This is an optimization exercise on Yosys and OpenROAD, whose aim is small area, not a production implementation. Function was checked by simulation only, so behaviour that the tests miss may differ from the original. Power figures rest on the tool's default switching activity, not on a simulated workload. The flow treats the clock pin as an ideal source, which a real chip does not have.

## ember
Design led_matrix, start of the top module:
module led_matrix #(
    parameter integer T_GAP = 256    
) (
    input  wire        clk,
    input  wire        rst,          
    input  wire [31:0] cmd_data,
    input  wire        cmd_valid,
    output wire        cmd_ready,
    input  wire [1:0]  ra,
    output reg  [31:0] rd_data,
    output wire [7:0]  tx_data,
    output wire        tx_valid,
    input  wire        tx_ready
);
Size in the first run: ~1000 cells after synthesis, ~80 I/O pins.
==> flow/config.mk <==
export PLATFORM = sky130hd
export DESIGN_NAME = led_matrix
export DESIGN_NICKNAME = led_matrix
export VERILOG_FILES = /design/flow/design.v
export SDC_FILE = /design/flow/constraint.sdc
export NUM_CORES = 4
export LEC_CHECK = 0
export CAP_MARGIN = 20
export CORE_MARGIN = 2
export CORE_UTILIZATION = 65
export GPL_TIMING_DRIVEN = 0
export SLEW_MARGIN = 20
==> flow/constraint.sdc <==
create_clock -name core_clock -period 10.0 [get_ports {clk}]
set_input_delay 2.0000 -clock core_clock [delete_from_list [all_inputs] [get_ports {clk}]]
set_output_delay 2.0000 -clock core_clock [all_outputs]
set_load 0.01 [all_outputs]
standard.sh (not shown) runs the stock make flow with config.mk's settings and CLKGATE_MAP_FILE= SYNTH_SCRIPT=/design/flow/synth_recipe.tcl, a recipe that flattens the netlist after the stock synthesis.
==> flow/flow/run.sh <==
#!/bin/bash
# The standard layout with three changes:
#  1. after the standard synthesis, its combinational logic is re-mapped by
#     ABC with an area-oriented script (remap.tcl); every register is kept
#     as the standard synthesis made it (instance name, cell type, nets);
#  2. port buffers use the smallest buffer cell;
#  3. clock tree synthesis uses clkbuf_8 with set sink clusters and no
#     dummy loads.
# Each tool's output goes to a log file of its own in this folder.
set -euo pipefail
cd "$(dirname "$0")/.."
export BUFFER_PORTS_ARGS="-buffer_cell sky130_fd_sc_hd__buf_1"
export CTS_ARGS="-sink_clustering_enable -repair_clock_nets -dont_use_dummy_load -buf_list sky130_fd_sc_hd__clkbuf_8 -sink_clustering_size 20 -sink_clustering_max_diameter 80"

bash standard.sh synth > synth_standard.log 2>&1

RES=orfs/results/${FLOW_PLATFORM}/led_matrix/base
PDIR=${FLOW_HOME}/platforms/${FLOW_PLATFORM}
LIB=${PDIR}/lib/sky130_fd_sc_hd__tt_025C_1v80.lib
YOSYS=$(command -v yosys || echo "${FLOW_HOME}/../tools/install/yosys/bin/yosys")
mkdir -p remap
python3 flow/split_lib.py "$LIB" remap/comb.lib remap/seq.lib > remap/split_lib.log 2>&1
sed -n '/DONT_USE_CELLS/,/^$/p' "${PDIR}/config.mk" | grep -o 'sky130_fd_sc_hd__[A-Za-z0-9_]*' > remap/dont_use.txt
printf 'strash\ndc2\ndch\namap\n' > remap/area.abc
printf 'set_driving_cell sky130_fd_sc_hd__buf_1\nset_load 5\n' > remap/abc.constr
cp "$RES/1_2_yosys.v" remap/standard_synth.v
REMAP_IN=remap/standard_synth.v REMAP_OUT=remap/remapped.v \
REMAP_SEQ_LIB=remap/seq.lib REMAP_COMB_LIB=remap/comb.lib REMAP_LIB="$LIB" \
REMAP_DONT_USE="$(cat remap/dont_use.txt | tr '\n' ' ')" \
REMAP_ABC=remap/area.abc REMAP_CONSTR=remap/abc.constr \
  "$YOSYS" -c flow/remap.tcl > remap_yosys.log 2>&1
cp remap/remapped.v "$RES/1_2_yosys.v"
rm -f "$RES/1_synth.odb"

bash standard.sh > standard_flow.log 2>&1
Other scripts of this flow, unchanged in this note and not shown: flow/flow/remap.tcl, flow/flow/split_lib.py
Inputs modified between ember and zinc:
Settings: removing GPL_TIMING_DRIVEN (formerly 0).
--- a/flow/flow/run.sh
+++ b/flow/flow/run.sh
@@ -11,5 +11,5 @@
 cd "$(dirname "$0")/.."
 export BUFFER_PORTS_ARGS="-buffer_cell sky130_fd_sc_hd__buf_1"
-export CTS_ARGS="-sink_clustering_enable -repair_clock_nets -dont_use_dummy_load -buf_list sky130_fd_sc_hd__clkbuf_8 -sink_clustering_size 20 -sink_clustering_max_diameter 80"
+export CTS_ARGS="-sink_clustering_enable -repair_clock_nets -dont_use_dummy_load -buf_list sky130_fd_sc_hd__clkbuf_16 -sink_clustering_size 36 -sink_clustering_max_diameter 120"
 
 bash standard.sh synth > synth_standard.log 2>&1
==> comparison <==
- Total detailed-routing wirelength: zinc vs ember up 1300 um
- Power went up slightly going from ember to zinc.
- Compared with ember, in zinc critical path depth saw an increase; utilization after layout has decreased.
- Re non-clock inverter count in the final layout: no difference whatsoever between zinc and ember.
- Against ember, zinc reports a portion of the clock cycle consumed by the worst path in the final layout that is lower.
diff inputs: zinc => quartz
--- a/flow/flow/run.sh
+++ b/flow/flow/run.sh
@@ -11,5 +11,5 @@
 cd "$(dirname "$0")/.."
 export BUFFER_PORTS_ARGS="-buffer_cell sky130_fd_sc_hd__buf_1"
-export CTS_ARGS="-sink_clustering_enable -repair_clock_nets -dont_use_dummy_load -buf_list sky130_fd_sc_hd__clkbuf_16 -sink_clustering_size 36 -sink_clustering_max_diameter 120"
+export CTS_ARGS="-sink_clustering_enable -repair_clock_nets -dont_use_dummy_load -buf_list sky130_fd_sc_hd__clkbuf_8 -sink_clustering_size 20 -sink_clustering_max_diameter 50"
 
 bash standard.sh synth > synth_standard.log 2>&1
Results
Global-route usage, zinc and quartz, lower one = quartz. The total power draw number comes out lower for quartz vs zinc. On share of power burned in combinational logic, zinc and quartz are basically level. Wire length came out lower on quartz than on zinc. Any difference in fraction of the core area covered by cells at the end of the flow between quartz and zinc is small enough to ignore.
#### Input delta (garnet over quartz)
--- a/flow/flow/run.sh
+++ b/flow/flow/run.sh
@@ -11,5 +11,5 @@
 cd "$(dirname "$0")/.."
 export BUFFER_PORTS_ARGS="-buffer_cell sky130_fd_sc_hd__buf_1"
-export CTS_ARGS="-sink_clustering_enable -repair_clock_nets -dont_use_dummy_load -buf_list sky130_fd_sc_hd__clkbuf_8 -sink_clustering_size 20 -sink_clustering_max_diameter 50"
+export CTS_ARGS="-sink_clustering_enable -repair_clock_nets -dont_use_dummy_load -buf_list sky130_fd_sc_hd__clkbuf_8 -sink_clustering_size 21 -sink_clustering_max_diameter 35"
 
 bash standard.sh synth > synth_standard.log 2>&1
## What came out
- Relative to quartz, the maximum VDD drop measured on garnet has increased by a few percent.
- Going from quartz to garnet, the proportion of cell area occupied by registers was found to have gone down by 0.93 points.
- The first-pass GRT wire length on garnet is in line with that on quartz.
### garnet -> violet
--- a/flow/flow/run.sh
+++ b/flow/flow/run.sh
@@ -11,5 +11,5 @@
 cd "$(dirname "$0")/.."
 export BUFFER_PORTS_ARGS="-buffer_cell sky130_fd_sc_hd__buf_1"
-export CTS_ARGS="-sink_clustering_enable -repair_clock_nets -dont_use_dummy_load -buf_list sky130_fd_sc_hd__clkbuf_8 -sink_clustering_size 21 -sink_clustering_max_diameter 35"
+export CTS_ARGS="-sink_clustering_enable -repair_clock_nets -dont_use_dummy_load -buf_list sky130_fd_sc_hd__clkbuf_8 -sink_clustering_size 20 -sink_clustering_max_diameter 80"
 
 bash standard.sh synth > synth_standard.log 2>&1
--- outcome ---
Wire length across garnet and violet: no real change. Relative to garnet, final area has gone down in violet. violet — number of CTS-inserted buffers 30% lower, garnet as reference. Measured against garnet, the count of clock-buffer cells in the layout of violet comes out at 0.70 times the reference value. Maximum ir drop on the vdd rail: higher on violet.

==> separate check: timing with driven ports <==
In the flow no input, the clock included, has a driving cell. The finished layouts below were timed again as built, in two steps. Step 1 sets driving cells, clkbuf_16 on the clock port and buf_2 on the other inputs (assumed; they add their load-dependent delay and slew). Step 2 also shifts input and output timing later by t, the mid clock arrival at the registers, as if the neighbouring blocks saw the same clock. Slacks: ideal ports / drivers / drivers and shift; pairs: ideal ports / drivers.
| run | t, ns | slack for setup (ns) | latest minus earliest clock arrival (ns) | slew at the worst register clock pin (ns) | worst data-port slew with drivers (ns) |
|---|---|---|---|---|---|
| ember | 0.589 | 4.424 / 4.397 / 4.397 | 0.064 / 0.063 | 0.12 / 0.12 | 0.04 |
| zinc | 0.589 | 4.722 / 4.702 / 4.702 | 0.071 / 0.071 | 0.12 / 0.12 | 0.05 |
| quartz | 0.578 | 4.716 / 4.695 / 4.695 | 0.114 / 0.115 | 0.11 / 0.11 | 0.05 |
| garnet | 0.604 | 4.724 / 4.703 / 4.703 | 0.121 / 0.120 | 0.11 / 0.11 | 0.05 |
| violet | 0.576 | 4.718 / 4.697 / 4.697 | 0.071 / 0.071 | 0.12 / 0.12 | 0.05 |
After both steps setup and hold are still met in every run listed. The setup slack of ember, which loses most, moves by -0.027 ns with the drivers and by -0.027 ns with both steps.
